Background: an optimization exercise with open tools, aiming at a short achievable clock period and few clock cycles. Do not read the settings as production practice. No activity file was given, so power comes from the tool's default toggle rates.

==> inputs of 04-13 <==
==> flow/design.v <==
module bsb_cksum_engine (
    input  wire        clk,
    input  wire        rst,
    input  wire [7:0]  bus_addr,
    input  wire [7:0]  bus_wdata,
    input  wire        bus_we,
    output reg  [7:0]  bus_rdata,
    output wire [7:0]  status,
    output wire [15:0] cksum
);
    localparam [7:0] BUF_CAP = 8'd64;
    localparam [3:0] ERR_NONE     = 4'd0;
    localparam [3:0] ERR_OVERFLOW = 4'd6;
    localparam [3:0] ERR_BAD_OP   = 4'd8;
    localparam [3:0] OP_NOP  = 4'h0;
    localparam [3:0] OP_BSB  = 4'h2;
    localparam [3:0] OP_LPB  = 4'h3;
    localparam [3:0] OP_PPS  = 4'h4;
    localparam [1:0] PH_IDLE  = 2'd0;
    localparam [1:0] PH_EXEC  = 2'd1;
    localparam [1:0] PH_RUN   = 2'd2;
    localparam [1:0] PH_FINAL = 2'd3;
    reg [7:0]  txbuf [0:63];
    reg [7:0]  rxbuf [0:63];
    reg [7:0]  arg_q;
    reg [15:0] cksum_q;
    reg        busy_q, done_q, ok_q;
    reg [3:0]  err_q;
    reg [1:0]  phase_q;
    reg [7:0]  cmd_q;       
    reg [7:0]  n_q;         
    reg [6:0]  cnt_q;       
    reg [5:0]  idx_q;       
    reg [15:0] acc_q;       
    assign status = {err_q, 1'b0, ok_q, done_q, busy_q};
    assign cksum  = cksum_q;
    wire [3:0] cmd_op   = cmd_q[3:0];
    wire       cmd_bsel = cmd_q[4];
    wire host_wr   = bus_we && !busy_q;
    wire cmd_wr    = host_wr && (bus_addr == 8'h00);
    wire arg_wr    = host_wr && (bus_addr == 8'h01);
    wire tx_wr     = host_wr && (bus_addr[7:6] == 2'b01);
    wire rx_wr     = host_wr && (bus_addr[7:6] == 2'b10);
    always @(posedge clk) begin
        if (tx_wr) txbuf[bus_addr[5:0]] <= bus_wdata;
        if (rx_wr) rxbuf[bus_addr[5:0]] <= bus_wdata;
    end
    always @(*) begin
        case (bus_addr[7:6])
            2'b01: bus_rdata = txbuf[bus_addr[5:0]];
            2'b10: bus_rdata = rxbuf[bus_addr[5:0]];
            2'b00: begin
                case (bus_addr)
                    8'h01:   bus_rdata = arg_q;
                    8'h09:   bus_rdata = status;
                    8'h0B:   bus_rdata = cksum_q[7:0];
                    8'h0C:   bus_rdata = cksum_q[15:8];
                    default: bus_rdata = 8'h00;
                endcase
            end
            default: bus_rdata = 8'h00;
        endcase
    end
    wire [7:0] cur_byte = cmd_bsel ? rxbuf[idx_q] : txbuf[idx_q];
    function [15:0] crc16_byte;
        input [15:0] c;
        input [7:0]  b;
        integer k;
        reg [15:0] t;
        begin
            t = c ^ {b, 8'h00};
            for (k = 0; k < 8; k = k + 1)
                t = t[15] ? ((t << 1) ^ 16'h1021) : (t << 1);
            crc16_byte = t;
        end
    endfunction
    wire [15:0] acc_next = (cmd_op == OP_BSB) ? crc16_byte(acc_q, cur_byte)
                                              : acc_q + {8'h00, cur_byte};
    wire cmd_is_cksum = (cmd_op == OP_BSB) || (cmd_op == OP_LPB) || (cmd_op == OP_PPS);
    wire cmd_legal    = (cmd_q[7:5] == 3'b000) &&
                        (cmd_is_cksum || (cmd_q[4:0] == 5'h00));
    wire [6:0] n_bytes = (cmd_op == OP_LPB) ? ((n_q >= 8'd2) ? n_q[6:0] - 7'd1 : 7'd0)
                                            : n_q[6:0];
    wire [15:0] lpb_result = 16'h00FE - ({8'h00, n_q} * 16'd255) + acc_q;
    wire [15:0] pps_result = {8'h00, 8'h00 - acc_q[7:0]};
    always @(posedge clk) begin
        if (rst) begin
            arg_q   <= 8'h00;
            cksum_q <= 16'h0000;
            busy_q  <= 1'b0;
            done_q  <= 1'b0;
            ok_q    <= 1'b0;
            err_q   <= ERR_NONE;
            phase_q <= PH_IDLE;
            cmd_q   <= 8'h00;
            n_q     <= 8'h00;
            cnt_q   <= 7'd0;
            idx_q   <= 6'd0;
            acc_q   <= 16'h0000;
        end else begin
            if (arg_wr) arg_q <= bus_wdata;
            case (phase_q)
                PH_IDLE: begin
                    if (cmd_wr) begin
                        cmd_q   <= bus_wdata;
                        n_q     <= arg_q;
                        busy_q  <= 1'b1;
                        done_q  <= 1'b0;
                        ok_q    <= 1'b0;
                        err_q   <= ERR_NONE;
                        phase_q <= PH_EXEC;
                    end
                end
                PH_EXEC: begin
                    if (!cmd_legal) begin
                        err_q   <= ERR_BAD_OP;
                        busy_q  <= 1'b0;
                        done_q  <= 1'b1;
                        phase_q <= PH_IDLE;
                    end else if (cmd_op == OP_NOP) begin
                        ok_q    <= 1'b1;
                        busy_q  <= 1'b0;
                        done_q  <= 1'b1;
                        phase_q <= PH_IDLE;
                    end else if (n_q > BUF_CAP) begin
                        err_q   <= ERR_OVERFLOW;
                        busy_q  <= 1'b0;
                        done_q  <= 1'b1;
                        phase_q <= PH_IDLE;
                    end else begin
                        acc_q   <= 16'h0000;
                        idx_q   <= 6'd0;
                        cnt_q   <= n_bytes;
                        phase_q <= (n_bytes == 7'd0) ? PH_FINAL : PH_RUN;
                    end
                end
                PH_RUN: begin
                    acc_q <= acc_next;
                    idx_q <= idx_q + 6'd1;
                    cnt_q <= cnt_q - 7'd1;
                    if (cnt_q == 7'd1) phase_q <= PH_FINAL;
                end
                PH_FINAL: begin
                    case (cmd_op)
                        OP_BSB:  cksum_q <= acc_q;
                        OP_LPB:  cksum_q <= lpb_result;
                        default: cksum_q <= pps_result;
                    endcase
                    ok_q    <= 1'b1;
                    busy_q  <= 1'b0;
                    done_q  <= 1'b1;
                    phase_q <= PH_IDLE;
                end
            endcase
        end
    end
endmodule
==> flow/run.sh <==
#!/bin/bash
# synth_recipe.tcl (not shown) runs the flow's synth.tcl, then flattens the netlist and writes it again
# the make line also repeats each setting of config.mk as NAME=value (left out here)
make -C /OpenROAD-flow-scripts/flow DESIGN_CONFIG=/design/flow/config.mk WORK_HOME=/design/flow/orfs CLKGATE_MAP_FILE= SYNTH_SCRIPT=/design/flow/synth_recipe.tcl finish
==> flow/config.mk <==
export PLATFORM = sky130hd
export DESIGN_NAME = bsb_cksum_engine
export DESIGN_NICKNAME = bsb_cksum_engine
export VERILOG_FILES = /design/flow/design.v
export SDC_FILE = /design/flow/constraint.sdc
export NUM_CORES = 4
export LEC_CHECK = 0
export CAP_MARGIN = 20
export CORE_MARGIN = 2
export CORE_UTILIZATION = 40
export SETUP_SLACK_MARGIN = 3
export SLEW_MARGIN = 20
export TNS_END_PERCENT = 10
==> flow/constraint.sdc <==
create_clock -name core_clock -period 8.0 [get_ports {clk}]
set_input_delay 1.6000 -clock core_clock [delete_from_list [all_inputs] [get_ports {clk}]]
set_output_delay 1.6000 -clock core_clock [all_outputs]
set_load 0.01 [all_outputs]
==> 04-26 (differences from 04-13) <==
--- a/flow/config.mk
+++ b/flow/config.mk
@@ -9,5 +9,3 @@
 export CORE_MARGIN = 2
 export CORE_UTILIZATION = 40
-export SETUP_SLACK_MARGIN = 3
 export SLEW_MARGIN = 20
-export TNS_END_PERCENT = 10
==> results by group <==
Final layout
  – CLK BUF: 132

Setup path
  – Cell-by-cell listing of the critical path: buf_8 > buf_12 > buf_12 > mux4_2 > mux4_2 > mux4_2 > a21oi_1 > o22ai_1 > clkdlybuf4s50_1

Power and ir drop
  – Max IR drop VDD: 168.1 uV
  – Power spent charging and discharging nets: 2.692 mW

Detailed routing
  – Detailed-routing iteration count for the pre-antenna-repair pass: 8

Outcome
  – Outcome: no timing/DRC/antenna violations

Timing
  – Worst Skew: 30.41 ps
(the above is from 04-26)
==> results by group <==
Setup path
  – Cell-by-cell listing of the critical path: buf_16 > buf_12 > buf_16 > mux4_2 > mux4_2 > mux4_2 > a22oi_2 > nand3_2 > buf_6

Outcome
  – Outcome: no timing/DRC/antenna violations

Power and ir drop
  – Power spent charging and discharging nets: 2.724 mW
  – Max IR drop VDD: 172.1 uV

Clocking
  – Clock Tree Root: sky130_fd_sc_hd__clkbuf_16

Timing
  – Worst Skew: 39.40 ps

Final layout
  – CLK BUF: 141

Detailed routing
  – Detailed-routing iteration count for the pre-antenna-repair pass: 6
(the above is from 04-13)
No run of this note included a check of the RTL's function; only the layout flow was run.

## afterwards: timing with drivers on the ports
No port has a modelled driver above. Below, the same layouts with a new extraction and two added sets of constraints.
Step 1 sets driving cells, clkbuf_16 on the clock port and buf_2 on the other inputs (assumed; they add their load-dependent delay and slew).
Step 2, shift: input delay + t, output delay - t, t = (earliest + latest rising clock arrival at the registers) / 2. This alone moves slack from input paths to output paths.
a / b / c = ideal / step 1 / step 2; a / b = the first two.
run	t, ns	slack for setup (ns)	worst hold slack (ns)	worst data-port slew with drivers (ns)	pins driven straight from the clock port
04-13	0.805	2.010 / 1.470 / 1.470	0.460 / 0.460 / 0.460	0.65	1
04-26	0.806	0.923 / 0.866 / 0.866	0.466 / 0.466 / 0.466	0.11	1
After both steps setup and hold are still met in every run listed. For 04-13, which loses most, drivers alone change the setup slack by -0.540 ns; drivers and shift together by -0.540 ns.
